This is an optimization exercise on Yosys and OpenROAD, whose aim is small area, a short achievable clock period and few clock cycles, not a production implementation. In this exercise RTL edits were held to simulation tests only and were not proved equivalent to the original. Power figures rest on the tool's default switching activity, not on a simulated workload.

run E:
==> flow/design.v <==
module zz_extract (
    input  wire        clk,
    input  wire        rst,
    input  wire        reg_valid,
    input  wire        reg_we,
    input  wire [7:0]  reg_addr,
    input  wire [31:0] reg_wdata,
    output reg  [31:0] reg_rdata,
    output wire        coef_req,
    output wire [15:0] coef_row,
    output wire [15:0] coef_col,
    input  wire [15:0] coef_rdata,
    output reg         pay_we,
    output wire [31:0] pay_addr,
    output reg  [7:0]  pay_wdata
);
    reg        busy, done;
    reg        init;           
    reg [15:0] grid_h, grid_w;
    reg        req;
    reg [12:0] bxi, byi;       
    reg [2:0]  r, c;           
    reg [4:0]  ech;            
    reg        v1;             
    reg        u2, b2;         
    reg [31:0] tcnt;           
    reg [31:0] len;            
    reg [28:0] outcnt;         
    reg        hdr_ok;
    reg        underrun;
    assign coef_req = req;
    assign coef_row = {byi, r};
    assign coef_col = {bxi, c};
    assign pay_addr = {3'd0, outcnt};
    wire host_wr   = reg_valid && reg_we;
    wire wr_ok     = host_wr && !busy;
    wire wr_ctrl   = wr_ok && (reg_addr == 8'h00);
    wire cmd_start = wr_ctrl && reg_wdata[0];
    wire cmd_clear = wr_ctrl && !reg_wdata[0] && reg_wdata[1];
    wire [12:0] wq  = grid_w[15:3];
    wire [2:0]  wr8 = grid_w[2:0];
    wire [12:0] hq  = grid_h[15:3];
    wire [2:0]  hr8 = grid_h[2:0];
    reg         lc, lb;                
    wire [2:0]  cm = lc ? wr8 - 3'd1 : 3'd7;
    wire [2:0]  rm = lb ? hr8 - 3'd1 : 3'd7;
    wire        blk_end = (r == rm) && (c == cm);
    wire        even    = ~(r[0] ^ c[0]);
    reg  [2:0]  nr, nc;
    always @(*) begin
        nr = r; nc = c;
        if (even) begin
            if (c == cm)          nr = r + 3'd1;
            else if (r == 3'd0)   nc = c + 3'd1;
            else begin            nr = r - 3'd1; nc = c + 3'd1; end
        end else begin
            if (r == rm)          nc = c + 3'd1;
            else if (c == 3'd0)   nr = r + 3'd1;
            else begin            nr = r + 3'd1; nc = c - 3'd1; end
        end
    end
    wire        first   = busy && init;
    wire [12:0] bxi_inc = bxi + 13'd1;
    wire [12:0] byi_inc = byi + 13'd1;
    wire [12:0] bxi_p2  = {bxi[12:1] + 12'd1, bxi[0]};
    wire [12:0] byi_p2  = {byi[12:1] + 12'd1, byi[0]};
    wire        w_le8 = (wq == 13'd0) || ((wq == 13'd1) && (wr8 == 3'd0));
    wire        h_le8 = (hq == 13'd0) || ((hq == 13'd1) && (hr8 == 3'd0));
    wire        x1_last = (wr8 != 3'd0) ? (bxi_inc == wq) : (bxi_p2 == wq);
    wire        y1_last = (hr8 != 3'd0) ? (byi_inc == hq) : (byi_p2 == hq);
    wire        nlc  = (first || lc) ? w_le8 : x1_last;
    wire        nlb  = first ? h_le8 : (lc ? y1_last : lb);
    wire        ncm0 = nlc && (wr8 == 3'd1);
    wire        nrm0 = nlb && (hr8 == 3'd1);
    wire        last = (lc && lb) || (ncm0 && nrm0);
    wire        g_empty = (grid_h == 16'd0) || (grid_w == 16'd0) ||
                          (ncm0 && nrm0);
    wire usable = !((coef_rdata[15:1] == 15'd0) || (coef_rdata == 16'hFFFF));
    wire pact = hdr_ok && !((len[31:29] == 3'd0) && (len[28:0] == outcnt));
    wire [31:0] status = {20'd0, 3'd0, done && !hdr_ok, 3'd0,
                          hdr_ok && (busy || done), done && underrun,
                          done && !hdr_ok, done, busy};
    always @(posedge clk) begin
        reg_rdata <= 32'd0;
        case (reg_addr)
            8'h04: reg_rdata <= status;
            8'h08: reg_rdata <= {16'd0, grid_h};
            8'h0C: reg_rdata <= {16'd0, grid_w};
            8'h10: if (!init) reg_rdata <= len;
            8'h14: if (!init) reg_rdata <= {3'd0, outcnt};
            8'h18: if (!init) reg_rdata <= tcnt;
            default: ;
        endcase
    end
    always @(posedge clk) begin
        b2 <= coef_rdata[0];
        if (first) begin
            bxi <= 13'd0;
            byi <= 13'd0;
            lc  <= nlc;
            lb  <= nlb;
            r   <= ncm0 ? 3'd1 : 3'd0;
            c   <= ncm0 ? 3'd0 : 3'd1;
        end else if (req) begin
            if (!blk_end) begin
                r <= nr;
                c <= nc;
            end else begin
                bxi <= lc ? 13'd0 : bxi_inc;
                if (lc) byi <= byi_inc;
                lc  <= nlc;
                lb  <= nlb;
                r   <= ncm0 ? 3'd1 : 3'd0;
                c   <= ncm0 ? 3'd0 : 3'd1;
            end
        end
        if (u2 && pact) begin
            case (tcnt[2:0])
                3'd0: pay_wdata <= {b2, 7'd0};
                3'd1: pay_wdata[6] <= b2;
                3'd2: pay_wdata[5] <= b2;
                3'd3: pay_wdata[4] <= b2;
                3'd4: pay_wdata[3] <= b2;
                3'd5: pay_wdata[2] <= b2;
                3'd6: pay_wdata[1] <= b2;
                default: pay_wdata[0] <= b2;
            endcase
        end
    end
    always @(posedge clk) begin
        if (rst) begin
            busy     <= 1'b0;
            done     <= 1'b0;
            init     <= 1'b0;
            grid_h   <= 16'd0;
            grid_w   <= 16'd0;
            req      <= 1'b0;
            ech      <= 5'd0;
            v1       <= 1'b0;
            u2       <= 1'b0;
            tcnt     <= 32'd0;
            len      <= 32'd0;
            outcnt   <= 29'd0;
            hdr_ok   <= 1'b0;
            underrun <= 1'b0;
            pay_we   <= 1'b0;
        end else begin
            init <= cmd_start || cmd_clear;
            if (cmd_start) begin
                busy <= 1'b1;
                done <= 1'b0;
            end else if (cmd_clear) begin
                done <= 1'b0;
            end
            if (wr_ok && reg_addr == 8'h08) grid_h <= reg_wdata[15:0];
            if (wr_ok && reg_addr == 8'h0C) grid_w <= reg_wdata[15:0];
            ech <= {ech[3:0], 1'b0};
            if (first) begin
                if (g_empty) ech[0] <= 1'b1;
                else         req    <= 1'b1;
            end else if (req && blk_end && last) begin
                req    <= 1'b0;
                ech[0] <= 1'b1;
            end
            if (ech[4]) begin
                busy <= 1'b0;
                done <= 1'b1;
            end
            v1 <= req;
            u2 <= v1 && usable;
            pay_we <= 1'b0;
            if (init) begin
                tcnt     <= 32'd0;
                len      <= 32'd0;
                outcnt   <= 29'd0;
                hdr_ok   <= 1'b0;
                underrun <= 1'b0;
            end else begin
                if (u2) begin
                    tcnt <= tcnt + 32'd1;
                    if (!hdr_ok) begin
                        len <= {len[30:0], b2};
                        if (tcnt[4:0] == 5'd31) hdr_ok <= 1'b1;
                    end else if (pact && tcnt[2:0] == 3'd7) begin
                        pay_we <= 1'b1;
                    end
                end
                if (pay_we) outcnt <= outcnt + 29'd1;
                if (ech[3] && pact) begin
                    underrun <= 1'b1;
                    if (tcnt[2:0] != 3'd0) pay_we <= 1'b1;
                end
            end
        end
    end
endmodule
==> flow/config.mk <==
export PLATFORM = sky130hd
export DESIGN_NAME = zz_extract
export DESIGN_NICKNAME = zz_extract
export VERILOG_FILES = /design/flow/design.v
export SDC_FILE = /design/flow/constraint.sdc
export NUM_CORES = 4
export LEC_CHECK = 0
export CAP_MARGIN = 20
export CORE_MARGIN = 2
export CORE_UTILIZATION = 40
export SETUP_SLACK_MARGIN = 5
export SLEW_MARGIN = 20
export TNS_END_PERCENT = 0
==> flow/constraint.sdc <==
create_clock -name core_clock -period 8.5 [get_ports {clk}]
set_input_delay 1.7000 -clock core_clock [delete_from_list [all_inputs] [get_ports {clk}]]
set_output_delay 1.7000 -clock core_clock [all_outputs]
set_load 0.01 [all_outputs]
standard.sh (not shown) runs the stock make flow with config.mk's settings and CLKGATE_MAP_FILE= SYNTH_SCRIPT=/design/flow/synth_recipe.tcl, a recipe that flattens the netlist after the stock synthesis.
==> flow/flow/run.sh <==
#!/bin/bash
# The standard layout (standard.sh), with the port buffers made of
# sky130_fd_sc_hd__buf_1 cells, a larger setup repair margin, and a clock
# tree of small clock buffers without dummy loads.
# make's full output goes to flow_make.log; ORFS keeps each step's own log
# under orfs/logs/.
set -uo pipefail
bash standard.sh "BUFFER_PORTS_ARGS=-buffer_cell sky130_fd_sc_hd__buf_1" SETUP_SLACK_MARGIN=5.8 \
  "CTS_ARGS=-sink_clustering_enable -repair_clock_nets -root_buf sky130_fd_sc_hd__clkbuf_8 -buf_list sky130_fd_sc_hd__clkbuf_8 -dont_use_dummy_load -sink_clustering_size 12 -sink_clustering_max_diameter 60" \
  finish > flow_make.log 2>&1
Run E: all stages complete, timing, DRC and antenna checks passed
Testbench counts of run E, summed over its fixed seeds: cycles 93,754.
> inputs changed (run E -> run D)
diff --git a/flow/design.v b/flow/design.v
--- a/flow/design.v
+++ b/flow/design.v
@@ -16,11 +16,12 @@
 );
     reg        busy, done;
     reg        init;           
-    reg [15:0] grid_h, grid_w;
+    reg [15:0] grid_h, grid_w;   
+    reg        gh_ok, gw_ok;
     reg        req;
     reg [12:0] bxi, byi;       
     reg [2:0]  r, c;           
-    reg [4:0]  ech;            
+    reg        sdone;          
     reg        v1;             
     reg        u2, b2;         
     reg [31:0] tcnt;           
@@ -73,9 +74,11 @@
     wire        ncm0 = nlc && (wr8 == 3'd1);
     wire        nrm0 = nlb && (hr8 == 3'd1);
     wire        last = (lc && lb) || (ncm0 && nrm0);
-    wire        g_empty = (grid_h == 16'd0) || (grid_w == 16'd0) ||
+    wire        g_empty = !gh_ok || !gw_ok ||
+                          (grid_h == 16'd0) || (grid_w == 16'd0) ||
                           (ncm0 && nrm0);
     wire usable = !((coef_rdata[15:1] == 15'd0) || (coef_rdata == 16'hFFFF));
+    wire fin  = sdone && !v1 && !u2 && !pay_we;
     wire pact = hdr_ok && !((len[31:29] == 3'd0) && (len[28:0] == outcnt));
     wire [31:0] status = {20'd0, 3'd0, done && !hdr_ok, 3'd0,
                           hdr_ok && (busy || done), done && underrun,
@@ -84,8 +87,8 @@
         reg_rdata <= 32'd0;
         case (reg_addr)
             8'h04: reg_rdata <= status;
-            8'h08: reg_rdata <= {16'd0, grid_h};
-            8'h0C: reg_rdata <= {16'd0, grid_w};
+            8'h08: if (gh_ok) reg_rdata <= {16'd0, grid_h};
+            8'h0C: if (gw_ok) reg_rdata <= {16'd0, grid_w};
             8'h10: if (!init) reg_rdata <= len;
             8'h14: if (!init) reg_rdata <= {3'd0, outcnt};
             8'h18: if (!init) reg_rdata <= tcnt;
@@ -93,6 +96,8 @@
         endcase
     end
     always @(posedge clk) begin
+        if (wr_ok && reg_addr == 8'h08) grid_h <= reg_wdata[15:0];
+        if (wr_ok && reg_addr == 8'h0C) grid_w <= reg_wdata[15:0];
         b2 <= coef_rdata[0];
         if (first) begin
             bxi <= 13'd0;
@@ -132,10 +137,10 @@
             busy     <= 1'b0;
             done     <= 1'b0;
             init     <= 1'b0;
-            grid_h   <= 16'd0;
-            grid_w   <= 16'd0;
+            gh_ok    <= 1'b0;
+            gw_ok    <= 1'b0;
             req      <= 1'b0;
-            ech      <= 5'd0;
+            sdone    <= 1'b0;
             v1       <= 1'b0;
             u2       <= 1'b0;
             tcnt     <= 32'd0;
@@ -152,19 +157,19 @@
             end else if (cmd_clear) begin
                 done <= 1'b0;
             end
-            if (wr_ok && reg_addr == 8'h08) grid_h <= reg_wdata[15:0];
-            if (wr_ok && reg_addr == 8'h0C) grid_w <= reg_wdata[15:0];
-            ech <= {ech[3:0], 1'b0};
+            if (wr_ok && reg_addr == 8'h08) gh_ok <= 1'b1;
+            if (wr_ok && reg_addr == 8'h0C) gw_ok <= 1'b1;
             if (first) begin
-                if (g_empty) ech[0] <= 1'b1;
-                else         req    <= 1'b1;
+                if (g_empty) sdone <= 1'b1;
+                else         req   <= 1'b1;
             end else if (req && blk_end && last) begin
-                req    <= 1'b0;
-                ech[0] <= 1'b1;
-            end
-            if (ech[4]) begin
-                busy <= 1'b0;
-                done <= 1'b1;
+                req   <= 1'b0;
+                sdone <= 1'b1;
+            end
+            if (fin) begin
+                sdone <= 1'b0;
+                busy  <= 1'b0;
+                done  <= 1'b1;
             end
             v1 <= req;
             u2 <= v1 && usable;
@@ -186,7 +191,7 @@
                     end
                 end
                 if (pay_we) outcnt <= outcnt + 29'd1;
-                if (ech[3] && pact) begin
+                if (fin && pact) begin
                     underrun <= 1'b1;
                     if (tcnt[2:0] != 3'd0) pay_we <= 1'b1;
                 end
[summary]
Of run E and run D, the higher total via count in the routed design belongs to run E.
Final-layout worst hold slack came out higher on run D than on run E.
Of run D and run E, it is run D that has the lower largest clock skew in the final design.
Per the comparison of run D with run E, synthesis-to-layout area growth rose 2.7 points, flip-flop and latch share of the layout cell area rose 2.7 points, relative contribution of combinational cells to total power fell 0.5 points.
When run D is measured against run E, its clock network fraction of total power turns out 1.2 points lower.
Worst setup path endpoint = reg_rdata[0]: run E; worst setup path endpoint = coef_row[1]: run D
Run E -> run D: cell total after placement decreased by a few percent
Run D vs run E, count of cell instances traversed by the critical path went down by 5.
Run D — flip-flop and latch count 2 lower, run E as reference
Testbench counts of run D, summed over its fixed seeds: cycles 93,551.

## port drivers added, routing unchanged
No port has a modelled driver above. Below, the same layouts with a new extraction and two added sets of constraints. Step 1: set_driving_cell puts a clkbuf_16 on clk and a buf_2 on each other input, an assumption about the parent block. Step 2 also shifts input and output timing later by t, the mid clock arrival at the registers, as if the neighbouring blocks saw the same clock. Three values: ideal, step 1, step 2; two values: the first two.
run	shift t [ns]	setup slack, ns	worst data-port slew with drivers (ns)
run E	0.575	5.637 / 5.630 / 5.063	0.05
run D	0.575	5.670 / 5.627 / 5.199	0.06
After both steps every run listed still meets setup and hold. The setup slack of run E, which loses most, moves by -0.007 ns with the drivers and by -0.574 ns with both steps.
